From an optimization exercise on the open Yosys and OpenROAD flow, aimed at small area, a short achievable clock period and few clock cycles; shortcuts taken in it are not production practice. In this exercise RTL edits were held to simulation tests only and were not proved equivalent to the original.

==> build 73 <==
==> flow/design.v <==
module cvr_seed (
    input  wire         clk,
    input  wire         rst,        
    input  wire         start,      
    input  wire [3:0]   key_len,    
    input  wire [63:0]  key,        
    output wire         busy,
    output reg          t_valid,    
    output reg  [3:0]   t_idx,      
    output wire [143:0] t_val,      
    output wire         ovf         
);
    localparam [1:0] S_IDLE = 2'd0,
                     S_SQ   = 2'd1,
                     S_FOLD = 2'd2;
    reg [1:0]    state;
    reg [127:0]  x;         
    reg [128:0]  tp;        
    reg [127:0]  lo;        
    reg [128:0]  acc;       
    reg [3:0]    j;         
    assign busy  = (state != S_IDLE);
    assign t_val = {15'd0, tp};
    assign ovf   = 1'b0;
    integer k;
    reg [63:0] key_mask;
    always @(*) begin
        for (k = 0; k < 8; k = k + 1)
            key_mask[8*k +: 8] = (k < key_len) ? 8'hff : 8'h00;
    end
    reg [4:0] sig_len;
    always @(*) begin
        sig_len = 5'd0;
        for (k = 0; k < 16; k = k + 1)
            if (x[8*k +: 8] != 8'd0)
                sig_len = k[4:0] + 5'd1;
    end
    wire [7:0]   xd   = x[8*j +: 8];
    wire [136:0] row  = {8'd0, acc} + x * xd;
    wire         last = ({1'b0, j} + 5'd1 >= sig_len);
    wire [128:0] fold = {1'b0, lo} + acc;
    wire [129:0] nxt  = {1'b0, tp} + {1'b0, fold};
    always @(posedge clk) begin
        if (rst) begin
            state   <= S_IDLE;
            t_valid <= 1'b0;
        end else begin
            t_valid <= 1'b0;
            case (state)
                S_IDLE: begin
                    if (start) begin
                        x     <= {64'd0, key & key_mask};
                        tp    <= {65'd0, key & key_mask};
                        lo    <= 128'd0;
                        acc   <= 129'd0;
                        j     <= 4'd0;
                        t_idx <= 4'd0;
                        state <= S_SQ;
                    end
                end
                S_SQ: begin
                    acc <= row[136:8];
                    for (k = 0; k < 16; k = k + 1)
                        if (j == k) lo[8*k +: 8] <= row[7:0];
                    j <= j + 4'd1;
                    if (last) state <= S_FOLD;
                end
                S_FOLD: begin
                    tp      <= fold;
                    x       <= nxt[127:0];
                    lo      <= 128'd0;
                    acc     <= 129'd0;
                    j       <= 4'd0;
                    t_valid <= 1'b1;
                    t_idx   <= t_idx + 4'd1;
                    state   <= (t_idx == 4'd8) ? S_IDLE : S_SQ;
                end
                default: state <= S_IDLE;
            endcase
        end
    end
endmodule
==> flow/run.sh <==
#!/bin/bash
# synth_recipe.tcl (not shown) runs the flow's synth.tcl, then flattens the netlist and writes it again
# the make line also repeats each setting of config.mk as NAME=value (left out here)
make -C /OpenROAD-flow-scripts/flow DESIGN_CONFIG=/design/flow/config.mk WORK_HOME=/design/flow/orfs CLKGATE_MAP_FILE= SYNTH_SCRIPT=/design/flow/synth_recipe.tcl finish
==> flow/config.mk <==
export PLATFORM = sky130hd
export DESIGN_NAME = cvr_seed
export DESIGN_NICKNAME = cvr_seed
export VERILOG_FILES = /design/flow/design.v
export SDC_FILE = /design/flow/constraint.sdc
export NUM_CORES = 4
export LEC_CHECK = 0
export CAP_MARGIN = 20
export CORE_MARGIN = 2
export CORE_UTILIZATION = 30
export SLEW_MARGIN = 20
==> flow/constraint.sdc <==
create_clock -name core_clock -period 20.0 [get_ports {clk}]
set_input_delay 4.0000 -clock core_clock [delete_from_list [all_inputs] [get_ports {clk}]]
set_output_delay 4.0000 -clock core_clock [all_outputs]
set_load 0.01 [all_outputs]
==> inputs of trial 79, as changes to build 73 <==
==> flow/design.v, changed modules only <==
module cvr_seed (
    input  wire         clk,
    input  wire         rst,        
    input  wire         start,      
    input  wire [3:0]   key_len,    
    input  wire [63:0]  key,        
    output wire         busy,
    output reg          t_valid,    
    output reg  [3:0]   t_idx,      
    output wire [143:0] t_val,      
    output wire         ovf         
);
    localparam W  = 146;            
    localparam WA = 130;            
    localparam [1:0] S_IDLE = 2'd0,
                     S_SQ   = 2'd1,
                     S_FOLD = 2'd2;
    reg [1:0]    state;
    reg [127:0]  x;         
    reg [128:0]  tp;        
    reg [15:0]   d;         
    reg [WA-1:0] as, ac;    
    reg          cin;       
    reg [15:0]   od;        
    reg [2:0]    k;         
    reg [4:0]    lr;        
    assign busy  = (state != S_IDLE);
    assign t_val = {15'd0, tp};
    assign ovf   = 1'b0;
    integer i;
    reg [63:0] key_mask;
    always @(*) begin
        for (i = 0; i < 8; i = i + 1)
            key_mask[8*i +: 8] = (i < key_len) ? 8'hff : 8'h00;
    end
    wire [63:0] p = key & key_mask;
    reg [4:0] sig_len;
    always @(*) begin
        sig_len = 5'd0;
        for (i = 0; i < 16; i = i + 1)
            if (x[8*i +: 8] != 8'd0)
                sig_len = i[4:0] + 5'd1;
    end
    wire [4:0] len  = (k == 3'd0) ? sig_len : lr;
    wire       last = ({k, 1'b0} + 4'd2 >= len);
    wire       odd  = lr[0];
    reg [W-1:0] inj;
    always @(*) begin
        inj = {W{1'b0}};
        inj[0] = cin;
        for (i = 1; i < 15; i = i + 1)
            if (k != 3'd0 && lr == i + 2) inj[8*i +: 16] = od;
    end
    reg [W-1:0] pp [0:15];
    always @(*) begin
        for (i = 0; i < 16; i = i + 1)
            pp[i] = {{(W-128){1'b0}}, x & {128{d[i]}}} << i;
    end
    function [2*W-1:0] csa(input [W-1:0] a, input [W-1:0] b, input [W-1:0] c);
        csa = {(a & b | a & c | b & c) << 1, a ^ b ^ c};
    endfunction
    wire [W-1:0] sa = {{(W-WA){1'b0}}, as};
    wire [W-1:0] sc = {{(W-WA){1'b0}}, ac};
    wire [W-1:0] a0, a1, a2, a3, a4, a5, a6, a7, a8, a9, a10, a11;
    assign {a1,  a0}  = csa(pp[0],  pp[1],  pp[2]);
    assign {a3,  a2}  = csa(pp[3],  pp[4],  pp[5]);
    assign {a5,  a4}  = csa(pp[6],  pp[7],  pp[8]);
    assign {a7,  a6}  = csa(pp[9],  pp[10], pp[11]);
    assign {a9,  a8}  = csa(pp[12], pp[13], pp[14]);
    assign {a11, a10} = csa(pp[15], sa,     sc);
    wire [W-1:0] b0, b1, b2, b3, b4, b5, b6, b7;
    assign {b1, b0} = csa(a0, a1, a2);
    assign {b3, b2} = csa(a3, a4, a5);
    assign {b5, b4} = csa(a6, a7, a8);
    assign {b7, b6} = csa(a9, a10, a11);
    wire [W-1:0] c0, c1, c2, c3, c4, c5;
    assign {c1, c0} = csa(b0, b1, b2);
    assign {c3, c2} = csa(b3, b4, b5);
    assign {c5, c4} = csa(b6, b7, inj);
    wire [W-1:0] d0, d1, d2, d3;
    assign {d1, d0} = csa(c0, c1, c2);
    assign {d3, d2} = csa(c3, c4, c5);
    wire [W-1:0] e0, e1;
    assign {e1, e0} = csa(d0, d1, d2);
    wire [W-1:0] vs, vc;
    assign {vc, vs} = csa(e0, e1, d3);
    wire [16:0] lowsum = {1'b0, vs[15:0]} + {1'b0, vc[15:0]};
    wire [WA-1:0] f1 = odd ? {as[WA-9:0], od[15:8]}  : as;
    wire [WA-1:0] f2 = odd ? {ac[WA-9:0], {8{cin}}} : ac;
    reg  [WA-1:0] f3;
    always @(*) begin
        f3 = {WA{1'b0}};
        for (i = 0; i < 16; i = i + 1) begin
            if (!odd && lr == i + 2) f3[8*i +: 16] = od;
            if ( odd && lr == i + 1) f3[8*i +: 8]  = od[7:0];
        end
    end
    wire [WA-1:0] fs = f1 ^ f2 ^ f3;
    wire [WA-1:0] fc = {(f1 & f2 | f1 & f3 | f2 & f3), 1'b0};
    wire [WA-1:0] tpx = {1'b0, tp};
    wire [WA-1:0] gs = fs ^ fc ^ tpx;
    wire [WA-1:0] gc = {(fs & fc | fs & tpx | fc & tpx), 1'b0};
    wire [WA-1:0] t = fs + fc + cin;
    wire [WA-1:0] e = gs + gc + cin;
    always @(posedge clk) begin
        if (rst) begin
            state   <= S_IDLE;
            t_valid <= 1'b0;
        end else begin
            t_valid <= 1'b0;
            case (state)
                S_IDLE: begin
                    x     <= {64'd0, p};
                    tp    <= {65'd0, p};
                    d     <= p[15:0];
                    as    <= {WA{1'b0}};
                    ac    <= {WA{1'b0}};
                    cin   <= 1'b0;
                    od    <= 16'd0;
                    k     <= 3'd0;
                    t_idx <= 4'd0;
                    if (start) state <= S_SQ;
                end
                S_SQ: begin
                    as  <= vs[W-1:16];
                    ac  <= vc[W-1:16];
                    od  <= lowsum[15:0];
                    cin <= lowsum[16];
                    if (k == 3'd0) lr <= sig_len;
                    d   <= (k == 3'd7) ? 16'd0 : x[16*(k+1) +: 16];
                    k   <= k + 3'd1;
                    if (last) state <= S_FOLD;
                end
                S_FOLD: begin
                    tp      <= t[128:0];
                    x       <= e[127:0];
                    d       <= e[15:0];
                    as      <= {WA{1'b0}};
                    ac      <= {WA{1'b0}};
                    cin     <= 1'b0;
                    od      <= 16'd0;
                    k       <= 3'd0;
                    t_valid <= 1'b1;
                    t_idx   <= t_idx + 4'd1;
                    state   <= (t_idx == 4'd8) ? S_IDLE : S_SQ;
                end
                default: state <= S_IDLE;
            endcase
        end
    end
endmodule
==> out/metrics.yaml <==
run_status: "no timing/DRC/antenna violations"
final_period_minus_worst_setup_slack_ns: 9.774
crit_start: "j[0]$_SDFFCE_PN0P_"
number_of_global_route_vias_before_repair: 63430
fp.coreArea_mm2: 0.2428
use_met3: 0.04008
dpl_cell_area_mm2: 0.07845
worst_hold_startpoint: "t_idx[3]$_SDFFCE_PN0P_"
yosys.area_share.adder: 0.3159
drt-total-wl_mm: 275.7
final.period_utilization: 0.4887
antenna_cells: 6
Source of the figures above: build 73

==> out/metrics.yaml <==
run_status: "no timing/DRC/antenna violations"
rr_worst_depth: 22
use_met3: 0.06841
drt-total-wl_mm: 459.7
crit_start: "lr[0]$_DFFE_PP_"
final.period_utilization: 0.4756
dr_wl_met3_mm: 51.71
critPathCapture: "tp[124]$_SDFFCE_PN0P_"
critPathRequiredTime_ns: 20.50
final_period_minus_worst_setup_slack_ns: 9.512
dpl_cell_area_mm2: 0.1225
route.antenna.remaining_nets: 0
fp.coreArea_mm2: 0.3820
number_of_global_route_vias_before_repair: 93700
yosys.area_share.adder: 0.4609
Source of the figures above: trial 79

Testbench counts of build 73, summed over its fixed seeds: cycles 79,136.
Testbench counts of trial 79, summed over its fixed seeds: cycles 48,298.

-- afterwards: timing with drivers on the ports --
The results above use ideal ports. As a check the final layouts listed here were re-extracted and re-timed, cells and wires unchanged.
Step 1, drivers: a clkbuf_16 drives clk and a buf_2 each remaining input, both assumed.
Step 2 moves the port delays by t, midway between the first and last clock arrival at a register: inputs arrive t later, outputs are due t later. That takes back most of the time a late clock gives input paths.
Slacks: ideal / step 1 / step 2; pairs: ideal / step 1.
| run | t, ns | setup slack, ns | worst setup path after step 2 | latest minus earliest clock arrival (ns) |
|---|---|---|---|---|
| build 73 | 0.792 | 10.226 / 10.226 / 10.226 | register to register | 0.045 / 0.046 |
| trial 79 | 0.855 | 10.488 / 10.488 / 10.488 | register to register | 0.065 / 0.065 |
After both steps every run listed still meets setup and hold.
